Source: an optimization exercise on an open RTL-to-GDS flow (aim: small area, a short achievable clock period and few clock cycles per item). Production flows keep margins and buffers that such runs may drop.
Only simulation tests tie the RTL to the original design; equivalence was not proved.
Power figures rest on the tool's default switching activity, not on a simulated workload.

[flow/constraint.sdc]
create_clock -name core_clock -period 10.0 [get_ports {clk}]
set_input_delay 2.0000 -clock core_clock [delete_from_list [all_inputs] [get_ports {clk}]]
set_output_delay 2.0000 -clock core_clock [all_outputs]
set_load 0.01 [all_outputs]
[flow/run.sh]
#!/bin/bash
# synth_recipe.tcl (not shown) runs the flow's synth.tcl, then flattens the netlist and writes it again
# the make line also repeats each setting of config.mk as NAME=value (left out here)
make -C /OpenROAD-flow-scripts/flow DESIGN_CONFIG=/design/flow/config.mk WORK_HOME=/design/flow/orfs CLKGATE_MAP_FILE= SYNTH_SCRIPT=/design/flow/synth_recipe.tcl finish
[flow/design.v]
module crc16_step (
  input  wire [15:0] c_in,
  input  wire [15:0] w,
  output reg  [15:0] c_out
);
  integer i;
  always @* begin
    c_out = c_in;
    for (i = 15; i >= 0; i = i - 1)
      c_out = {c_out[14:0], w[i]} ^ (c_out[15] ? 16'h1021 : 16'h0000);
  end
endmodule
module crc_link (
  input  wire        clk,
  input  wire        rst,
  input  wire        cmd_valid,
  output wire        cmd_ready,
  input  wire [3:0]  cmd_code,
  input  wire [15:0] cmd_a,
  input  wire [7:0]  cmd_b,
  output reg         resp_valid,
  output reg         resp_ok,
  output reg  [15:0] resp_data,
  output wire        rx_req,
  input  wire        rx_valid,
  input  wire [7:0]  rx_data,
  input  wire        rx_end,
  output wire        tx_valid,
  output wire [7:0]  tx_data,
  input  wire        tx_ready,
  input  wire        tx_fail
);
  localparam CAP = 64;
  localparam [3:0] C_CRCCLR   = 4'h1, C_CRCSTEP = 4'h2, C_FRAMECRC = 4'h3,
                   C_ENCODE   = 4'h4, C_DECODE  = 4'h5, C_RECEIVE  = 4'h6,
                   C_TRANSMIT = 4'h7, C_LDB     = 4'h9, C_STB      = 4'hA,
                   C_RDST     = 4'hB;
  localparam [3:0] S_IDLE      = 4'd0,  S_AWAIT_OP   = 4'd1,  S_ACK_OP    = 4'd2,
                   S_AWAIT_LEN = 4'd3,  S_AWAIT_PAY  = 4'd4,  S_VERIFY    = 4'd5,
                   S_ACK_NACK  = 4'd6,  S_EMBED      = 4'd7,  S_SEND_OP   = 4'd8,
                   S_AWAIT_ACK1= 4'd9,  S_SEND_REST  = 4'd10, S_AWAIT_ACK2= 4'd11,
                   S_DONE      = 4'd12, S_FAILED     = 4'd13;
  localparam [2:0] E_NONE = 3'd0, E_RX = 3'd1, E_TX = 3'd2, E_BADCRC = 3'd3;
  localparam [7:0] ACK = 8'h4F, NACK = 8'h46;
  reg [7:0]  buf_q [0:CAP-1];
  reg [15:0] crc_q;
  reg [9:0]  n_q, pos_q, rem_q;
  reg        match_q;
  reg [3:0]  st_q;
  reg [2:0]  err_q;
  reg        eng_run;
  reg        eng_first;
  reg [9:0]  eng_idx;
  reg [9:0]  eng_n;
  reg [15:0] eng_acc;
  reg        hop_run;     
  reg        hop_enc;     
  reg        rd_got;      
  wire busy = (st_q != S_IDLE) && (st_q != S_DONE) && (st_q != S_FAILED);
  wire [5:0]  eng_ra   = eng_first ? 6'd0 : eng_idx[5:0];
  wire [7:0]  eng_b0   = buf_q[eng_ra];
  wire [7:0]  eng_b1   = buf_q[eng_ra + 6'd1];
  wire [7:0]  ldb_byte = buf_q[cmd_a[5:0]];
  wire [7:0]  pos_byte = buf_q[pos_q[5:0]];
  wire        eng_last = !eng_first && (eng_idx + 10'd4 > eng_n);
  wire [15:0] eng_word = eng_last ? 16'h0000 : {eng_b1, eng_b0};
  wire [15:0] eng_next;
  crc16_step u_eng_step (.c_in(eng_acc), .w(eng_word), .c_out(eng_next));
  wire [15:0] host_step;
  crc16_step u_host_step (.c_in(crc_q), .w(cmd_a), .c_out(host_step));
  wire        eng_done  = eng_run && eng_last;
  wire [15:0] stored_ck = {eng_b1, eng_b0};    
  assign rx_req   = (st_q == S_AWAIT_OP) || (st_q == S_AWAIT_LEN) || (st_q == S_AWAIT_PAY) ||
                    (st_q == S_AWAIT_ACK1) || (st_q == S_AWAIT_ACK2);
  assign tx_valid = (st_q == S_ACK_OP) || (st_q == S_ACK_NACK) ||
                    (st_q == S_SEND_OP) || (st_q == S_SEND_REST);
  assign tx_data  = (st_q == S_ACK_OP)   ? ACK :
                    (st_q == S_ACK_NACK) ? (match_q ? ACK : NACK) :
                    pos_byte;
  assign cmd_ready = !hop_run;
  wire   cmd_fire  = cmd_valid && cmd_ready;
  reg accept;
  always @* begin
    case (cmd_code)
      C_CRCCLR, C_CRCSTEP, C_DECODE, C_RECEIVE: accept = !busy;
      C_FRAMECRC: accept = !busy && (cmd_a <= CAP);
      C_ENCODE:   accept = !busy && !cmd_a[0] && (cmd_a >= 16'd2) && ({1'b0, cmd_a} + 17'd4 <= CAP);
      C_TRANSMIT: accept = !busy && !cmd_a[0] && (cmd_a >= 16'd4) && (cmd_a <= CAP);
      C_LDB, C_STB: accept = !busy && (cmd_a < CAP);
      C_RDST:     accept = (cmd_a < 16'd6);
      default:    accept = 1'b0;
    endcase
  end
  reg [15:0] rdst_val;
  always @* begin
    case (cmd_a[2:0])
      3'd0:    rdst_val = {5'd0, st_q == S_FAILED, st_q == S_DONE, busy, match_q, err_q, st_q};
      3'd1:    rdst_val = crc_q;
      3'd2:    rdst_val = {6'd0, n_q};
      3'd3:    rdst_val = {6'd0, pos_q};
      3'd4:    rdst_val = {6'd0, rem_q};
      default: rdst_val = CAP;
    endcase
  end
  reg        wr0_en, wr1_en;
  reg [5:0]  wr0_addr, wr1_addr;
  reg [7:0]  wr0_data, wr1_data;
  always @* begin
    wr0_en = 1'b0; wr0_addr = 6'd0; wr0_data = 8'd0;
    wr1_en = 1'b0; wr1_addr = 6'd0; wr1_data = 8'd0;
    if (eng_done && ((hop_run && hop_enc) || st_q == S_EMBED)) begin
      wr0_en = 1'b1; wr0_addr = eng_n[5:0] - 6'd2; wr0_data = eng_next[7:0];
      wr1_en = 1'b1; wr1_addr = eng_n[5:0] - 6'd1; wr1_data = eng_next[15:8];
    end else if (cmd_fire && accept && cmd_code == C_STB) begin
      wr0_en = 1'b1; wr0_addr = cmd_a[5:0]; wr0_data = cmd_b;
    end else if (cmd_fire && accept && cmd_code == C_ENCODE) begin
      wr0_en = 1'b1; wr0_addr = 6'd0; wr0_data = cmd_b;
      wr1_en = 1'b1; wr1_addr = 6'd1; wr1_data = cmd_a[8:1] - 8'd1;
    end else if (rx_req && rx_valid &&
                 (st_q == S_AWAIT_OP || st_q == S_AWAIT_LEN || st_q == S_AWAIT_PAY)) begin
      wr0_en = 1'b1; wr0_addr = pos_q[5:0]; wr0_data = rx_data;
    end
  end
  integer k;
  always @(posedge clk) begin
    for (k = 0; k < CAP; k = k + 1) begin
      if (wr0_en && wr0_addr == k)
        buf_q[k] <= wr0_data;
      else if (wr1_en && wr1_addr == k)
        buf_q[k] <= wr1_data;
    end
  end
  always @(posedge clk) begin
    if (rst) begin
      crc_q      <= 16'd0;
      n_q        <= 10'd0;
      pos_q      <= 10'd0;
      rem_q      <= 10'd0;
      match_q    <= 1'b0;
      st_q       <= S_IDLE;
      err_q      <= E_NONE;
      eng_run    <= 1'b0;
      eng_first  <= 1'b0;
      eng_idx    <= 10'd0;
      eng_n      <= 10'd0;
      eng_acc    <= 16'd0;
      hop_run    <= 1'b0;
      hop_enc    <= 1'b0;
      rd_got     <= 1'b0;
      resp_valid <= 1'b0;
      resp_ok    <= 1'b0;
      resp_data  <= 16'd0;
    end else begin
      resp_valid <= 1'b0;
      if (eng_run) begin
        if (eng_first) begin
          eng_acc   <= {eng_b0, eng_b1};      
          eng_first <= 1'b0;
          eng_idx   <= 10'd2;
        end else if (!eng_last) begin
          eng_acc   <= eng_next;
          eng_idx   <= eng_idx + 10'd2;
        end else begin
          eng_run   <= 1'b0;
          crc_q     <= eng_next;
          if (hop_run) begin
            hop_run    <= 1'b0;
            if (hop_enc) n_q <= eng_n;
            resp_valid <= 1'b1;
            resp_ok    <= 1'b1;
            resp_data  <= 16'd0;
          end
        end
      end
      if (cmd_fire) begin
        resp_valid <= 1'b1;
        resp_ok    <= accept;
        resp_data  <= 16'd0;
        if (accept) begin
          case (cmd_code)
            C_CRCCLR:  crc_q <= 16'd0;
            C_CRCSTEP: crc_q <= host_step;
            C_FRAMECRC: begin
              if (cmd_a[0] || cmd_a < 16'd2) begin
                crc_q <= 16'hFFFF;               
              end else begin
                resp_valid <= 1'b0;
                eng_run    <= 1'b1;
                eng_first  <= 1'b1;
                eng_n      <= cmd_a[9:0];
                hop_run    <= 1'b1;
                hop_enc    <= 1'b0;
              end
            end
            C_ENCODE: begin
              resp_valid <= 1'b0;
              eng_run    <= 1'b1;
              eng_first  <= 1'b1;
              eng_n      <= cmd_a[9:0] + 10'd4;
              hop_run    <= 1'b1;
              hop_enc    <= 1'b1;
            end
            C_DECODE:  resp_data <= {buf_q[0], buf_q[1]};
            C_RECEIVE: begin
              err_q   <= E_NONE;
              match_q <= 1'b0;
              pos_q   <= 10'd0;
              rem_q   <= 10'd0;
              n_q     <= 10'd0;
              st_q    <= S_AWAIT_OP;
            end
            C_TRANSMIT: begin
              err_q     <= E_NONE;
              pos_q     <= 10'd0;
              n_q       <= cmd_a[9:0];
              st_q      <= S_EMBED;
              eng_run   <= 1'b1;
              eng_first <= 1'b1;
              eng_n     <= cmd_a[9:0];
            end
            C_LDB:  resp_data <= {8'd0, ldb_byte};
            C_RDST: resp_data <= rdst_val;
            default: ;
          endcase
        end
      end
      case (st_q)
        S_AWAIT_OP: begin
          if (rx_valid) begin
            pos_q <= 10'd1;
            st_q  <= S_ACK_OP;
          end else if (rx_end) begin
            err_q <= E_RX;
            st_q  <= S_FAILED;
          end
        end
        S_ACK_OP: begin
          if (tx_ready)
            st_q <= S_AWAIT_LEN;
          else if (tx_fail) begin
            err_q <= E_RX;
            st_q  <= S_FAILED;
          end
        end
        S_AWAIT_LEN: begin
          if (rx_valid) begin
            pos_q  <= 10'd2;
            rem_q  <= {1'b0, rx_data, 1'b0} + 10'd4;
            rd_got <= 1'b0;
            if ({2'b0, rx_data} + 10'd3 > CAP / 2) begin    
              err_q <= E_RX;
              st_q  <= S_FAILED;
            end else
              st_q  <= S_AWAIT_PAY;
          end else if (rx_end) begin
            err_q <= E_RX;
            st_q  <= S_FAILED;
          end
        end
        S_AWAIT_PAY: begin
          if (rx_valid) begin
            pos_q  <= pos_q + 10'd1;
            rem_q  <= rem_q - 10'd1;
            rd_got <= !rx_end;
            if (rem_q == 10'd1) begin
              st_q      <= S_VERIFY;
              eng_run   <= 1'b1;
              eng_first <= 1'b1;
              eng_n     <= pos_q + 10'd1;
            end
          end else if (rx_end) begin
            if (rd_got)
              rd_got <= 1'b0;                   
            else begin
              err_q <= E_RX;
              st_q  <= S_FAILED;
            end
          end
        end
        S_VERIFY: begin
          if (eng_done) begin
            match_q <= (eng_next == stored_ck);
            st_q    <= S_ACK_NACK;
          end
        end
        S_ACK_NACK: begin
          if (match_q) begin
            if (tx_ready) begin
              n_q  <= pos_q;
              st_q <= S_DONE;
            end else if (tx_fail) begin
              err_q <= E_RX;
              st_q  <= S_FAILED;
            end
          end else if (tx_ready || tx_fail) begin
            err_q <= E_BADCRC;
            st_q  <= S_FAILED;
          end
        end
        S_EMBED: begin
          if (eng_done)
            st_q <= S_SEND_OP;
        end
        S_SEND_OP: begin
          if (tx_ready) begin
            pos_q <= 10'd1;
            st_q  <= S_AWAIT_ACK1;
          end else if (tx_fail) begin
            err_q <= E_TX;
            st_q  <= S_FAILED;
          end
        end
        S_AWAIT_ACK1: begin
          if (rx_valid) begin
            if (rx_data == ACK)
              st_q <= S_SEND_REST;
            else begin
              err_q <= E_TX;
              st_q  <= S_FAILED;
            end
          end else if (rx_end) begin
            err_q <= E_TX;
            st_q  <= S_FAILED;
          end
        end
        S_SEND_REST: begin
          if (tx_ready) begin
            pos_q <= pos_q + 10'd1;
            if (pos_q + 10'd1 == n_q)
              st_q <= S_AWAIT_ACK2;
            else if (tx_fail) begin
              err_q <= E_TX;
              st_q  <= S_FAILED;
            end
          end else if (tx_fail) begin
            err_q <= E_TX;
            st_q  <= S_FAILED;
          end
        end
        S_AWAIT_ACK2: begin
          if (rx_valid) begin
            if (rx_data == ACK)
              st_q <= S_DONE;
            else begin
              err_q <= E_TX;
              st_q  <= S_FAILED;
            end
          end else if (rx_end) begin
            err_q <= E_TX;
            st_q  <= S_FAILED;
          end
        end
        default: ;
      endcase
    end
  end
endmodule
[flow/config.mk]
export PLATFORM = sky130hd
export DESIGN_NAME = crc_link
export DESIGN_NICKNAME = crc_link
export VERILOG_FILES = /design/flow/design.v
export SDC_FILE = /design/flow/constraint.sdc
export NUM_CORES = 8
export LEC_CHECK = 0
export CAP_MARGIN = 40
export CORE_MARGIN = 2
export CORE_UTILIZATION = 30
export PLACE_DENSITY = 0.5
export SLEW_MARGIN = 40
==> results.ini <==
[power_and_ir_drop]
p_leak_nw = 19.2
power_density_nw_per_um2 = 135
total_power_w = 0.00692
ir_worst_vdd_v = 0.000130

[yosys]
yosys.cell_count.top_type = mux2i_1
synth.distinct_cells = 86
ys.flop_type = edfxtp_1
post-synth-top-area-fraction = 0.356
async_flop_share = 0
postSynthAreaPerCell_um2 = 9.51
synth_edf_count = 512
synthTopCellsByArea = edfxtp_1, mux2i_1, a22oi_1
synthCells = 4545
synth_top_area_cell = edfxtp_1
yosysSeqAreaShare = 0.408
synth_seq_cells = 624
yosys_warnings = 3
synth_nets = 4618
synth_common_cells = mux2i_1, edfxtp_1, nand3_1
syn_area_um2 = 43200

[worst_setup_path]
cp.arrival_ns = 6.45
crit_family = compound AO/OA/AOI/OAI gates
cp.required_ns = 8.00
cp_slowest_cell = dfxtp_1
crit_path_max_incr_delay_ns = 0.85
crit_chain = inv_2, nand2_1, buf_4, nor2_1, buf_4, a22oi_1, nand3_1, or4_1, a2111oi_4, o21ai_0, clkdlybuf4s50_1
critPathBufInv = 4
r2r_end = buf_q[31][4]
critPathKind = reg -> out
critPathLaunchType = register
cp_common_cell = buf_4
timing.rr.start = eng_idx[4]
critPathCaptureType = output pin
path_max_fanout = 22
reg2regPathDepth = 16
r2r_setup_slack_ns = 3.37

[clock_network]
cts_buffer_depth = 3
post_cts_buffers = 0
clkSinkCount = 624
clk_pin_slew_ns = 0.06
cts_tree = built
ctsRootBufferMaster = clkbuf_16
clk_latency_ns = 0.77
cts_buffers = 75
h-tree-depth = 3
holdBufCountCts = 0
post_cts_resize_count = 0

[placed_design]
portBuffers = 71
hpwl_um = 314000
finalWeightedCongestion = 1.22

[die]
die_area_um2 = 147000
fp.dieW_um = 384
core_um2 = 143000
ios = 72
initial_core_util = 0.302
num_rows = 139
dieHeight_um = 384

[sta]
final_hold_viol_count = 0
fin_crit_sh = 0.845
worst_pin_slew_ns = 1.09
fin_tns_setup_ns = 0
slew-limit-headroom = 0.269
slew_violations = 0
clock_skew_ns = 0.0778
min_period_ns = 8.45
hold_ws_ns = 0.452
fmax_ghz = 0.118
rsz0062_at_grt = no
setup_violations = 0

[min_path]
hp-class = reg -> reg
min_to = resp_data[4]
hold_start = resp_data[4]
hold-path-cell-count = 2

[detailed_routing]
detail-route-antenna-nets = 0
first_iter_violations = 10100
drc = 0
routedWlPerCell_um = 63.0
dr.pass1.iters = 9
via_per_inst = 7.65
num_vias = 51000
totalWireLength_um = 420000

[final_layout]
postLayoutCoreUtil = 0.358
layout-drive-gt1-share = 0.150
nNetsFinal = 4694
synthToLayoutAreaGrowth_pct = 18.6

[run_status]
status = complete, no violations

[global_routing]
grt_pass1_vias = 44400
gr-usage-all-layers = 0.555
grt_pass1_wl_um = 522000
grt_remaining_overflow = 0
grt_max_degree = 100
antenna_found_initial = 92

[run]
drv_cap = 0

where the power goes:
part	leakage, nW	internal [W]	switching [W]	total (W)
combinational	12.3	0.000310	0.000826	0.00114
clock	1.21	0.00162	0.00130	0.00292
sequential	5.65	0.00280	0.0000625	0.00287
worst reg2reg max path, stage by stage (launching register included):
cell	delay (ns)
dfxtp_2	0.69
and2_1	0.36
and3_1	0.22
nand2_1	0.09
xnor2_1	0.16
ha_1	0.29
and3_1	0.17
nor2b_1	0.15
o311a_1	0.38
o211ai_1	0.18
buf_4	0.62
mux2i_1	0.50
inv_1	0.17
a222oi_1	0.37
buf_4	0.59
nand4_1	0.69
o21ai_1	0.66
worst max-delay path by stage:
stage | end | slack (ns) | depth (start not counted) | start
3_5_place_dp | buf_q[55][1] | 1.91 | 12 | cmd_a[3]
6_report | tx_data[0] | 1.55 | 11 | pos_q[4]
2_1_floorplan | buf_q[8][0] | 4.29 | 14 | cmd_a[3]
5_1_grt | tx_data[0] | 1.64 | 11 | pos_q[4]
4_1_cts | tx_data[0] | 2.12 | 11 | pos_q[4]
3_3_place_gp | buf_q[24][1] | 1.62 | 11 | cmd_a[3]
flip-flops by register name (all words and copies together) (netlist names), 3 cells and up:
name / cells
crc_q: 16
err_q: 3
resp_data: 16
n_q: 10
eng_acc: 16
rem_q: 10
st_q: 4
buf_q: 512
eng_idx: 9
eng_n: 10
pos_q: 10
per-layer routing:
layer / wire length [µm] / vias up / share of wire / global-route usage
li1: - / 18100 / - / -
met1: 145000 / 25700 / 0.35 / 0.602
met2: 163000 / 5466 / 0.39 / 0.740
met3: 63100 / 1771 / 0.15 / 0.330
met4: 47600 / 40 / 0.11 / 0.517
met5: 566 / - / 0.0013 / 0.0237
layout make-up:
| cell class | instances | area (µm²) |
|---|---|---|
| diodes | 86 | 215 |
| clock buffers | 89 | 1950 |
| clock inverters | 47 | 543 |
| fillers | 14600 | 92000 |
| inverters | 49 | 184 |
| multi-input cells | 3462 | 25000 |
| flip-flops and latches | 624 | 17600 |
| well taps | 1903 | 2380 |
| repair buffers | 409 | 3350 |
per-stage QoR:
step                      area (µm²)  cells  setup slack (ns)
after floorplan                43200   4545              4.29
after CTS                      50800   6566              2.12
after detailed placement       48300   6430              1.91
after global placement         47900   6420              1.62
after global routing           51100   6601              1.64
final                          51300   6669              1.55
cells in the final DEF (no fill, tap or decap), types with 137 or more instances in the layout:
cell type	netlist	routed
a21oi_1	140	137
buf_4	3	313
nand4_1	161	161
mux2i_1	550	550
nand3_1	434	432
nor2_1	314	196
a22oi_1	431	422
edfxtp_1	512	512
nand2_1	271	266
cell families (layout without fill, tap and decap cells):
family,after synthesis,count (layout),share of synthesized area
fa+ha+maj,30,30,0.00868
xor+xnor,160,160,0.0340
simple gates,1561,1561,0.183
flops,624,624,0.408
mux,562,562,0.131
buf+inv,459,594,0.0422
other cells,0,86,0
compound gates,1149,1149,0.194
Testbench counts, summed over its fixed seeds: cycles 28,188, frames 256.

[re-timing with driven ports]
Ports are ideal in the flow. The routed layout listed here was re-timed in OpenROAD.
Step 1: set_driving_cell puts a clkbuf_16 on clk and a buf_2 on each other input, an assumption about the parent block.
Step 2 times the ports against the registers' clock, not the clock port: input delays grow and output delays shrink by t, the midpoint of the rising clock arrivals with the driver on.
Three values: no drivers, after step 1, after step 2; two values: the first two.
t, ns: 0.821
slack for setup (ns): 1.553 / 1.467 / 1.917
latest minus earliest clock arrival (ns): 0.079 / 0.079
After both steps setup and hold are still met in this run. The setup slack of this run moves by -0.086 ns with the drivers and by +0.364 ns with both steps.
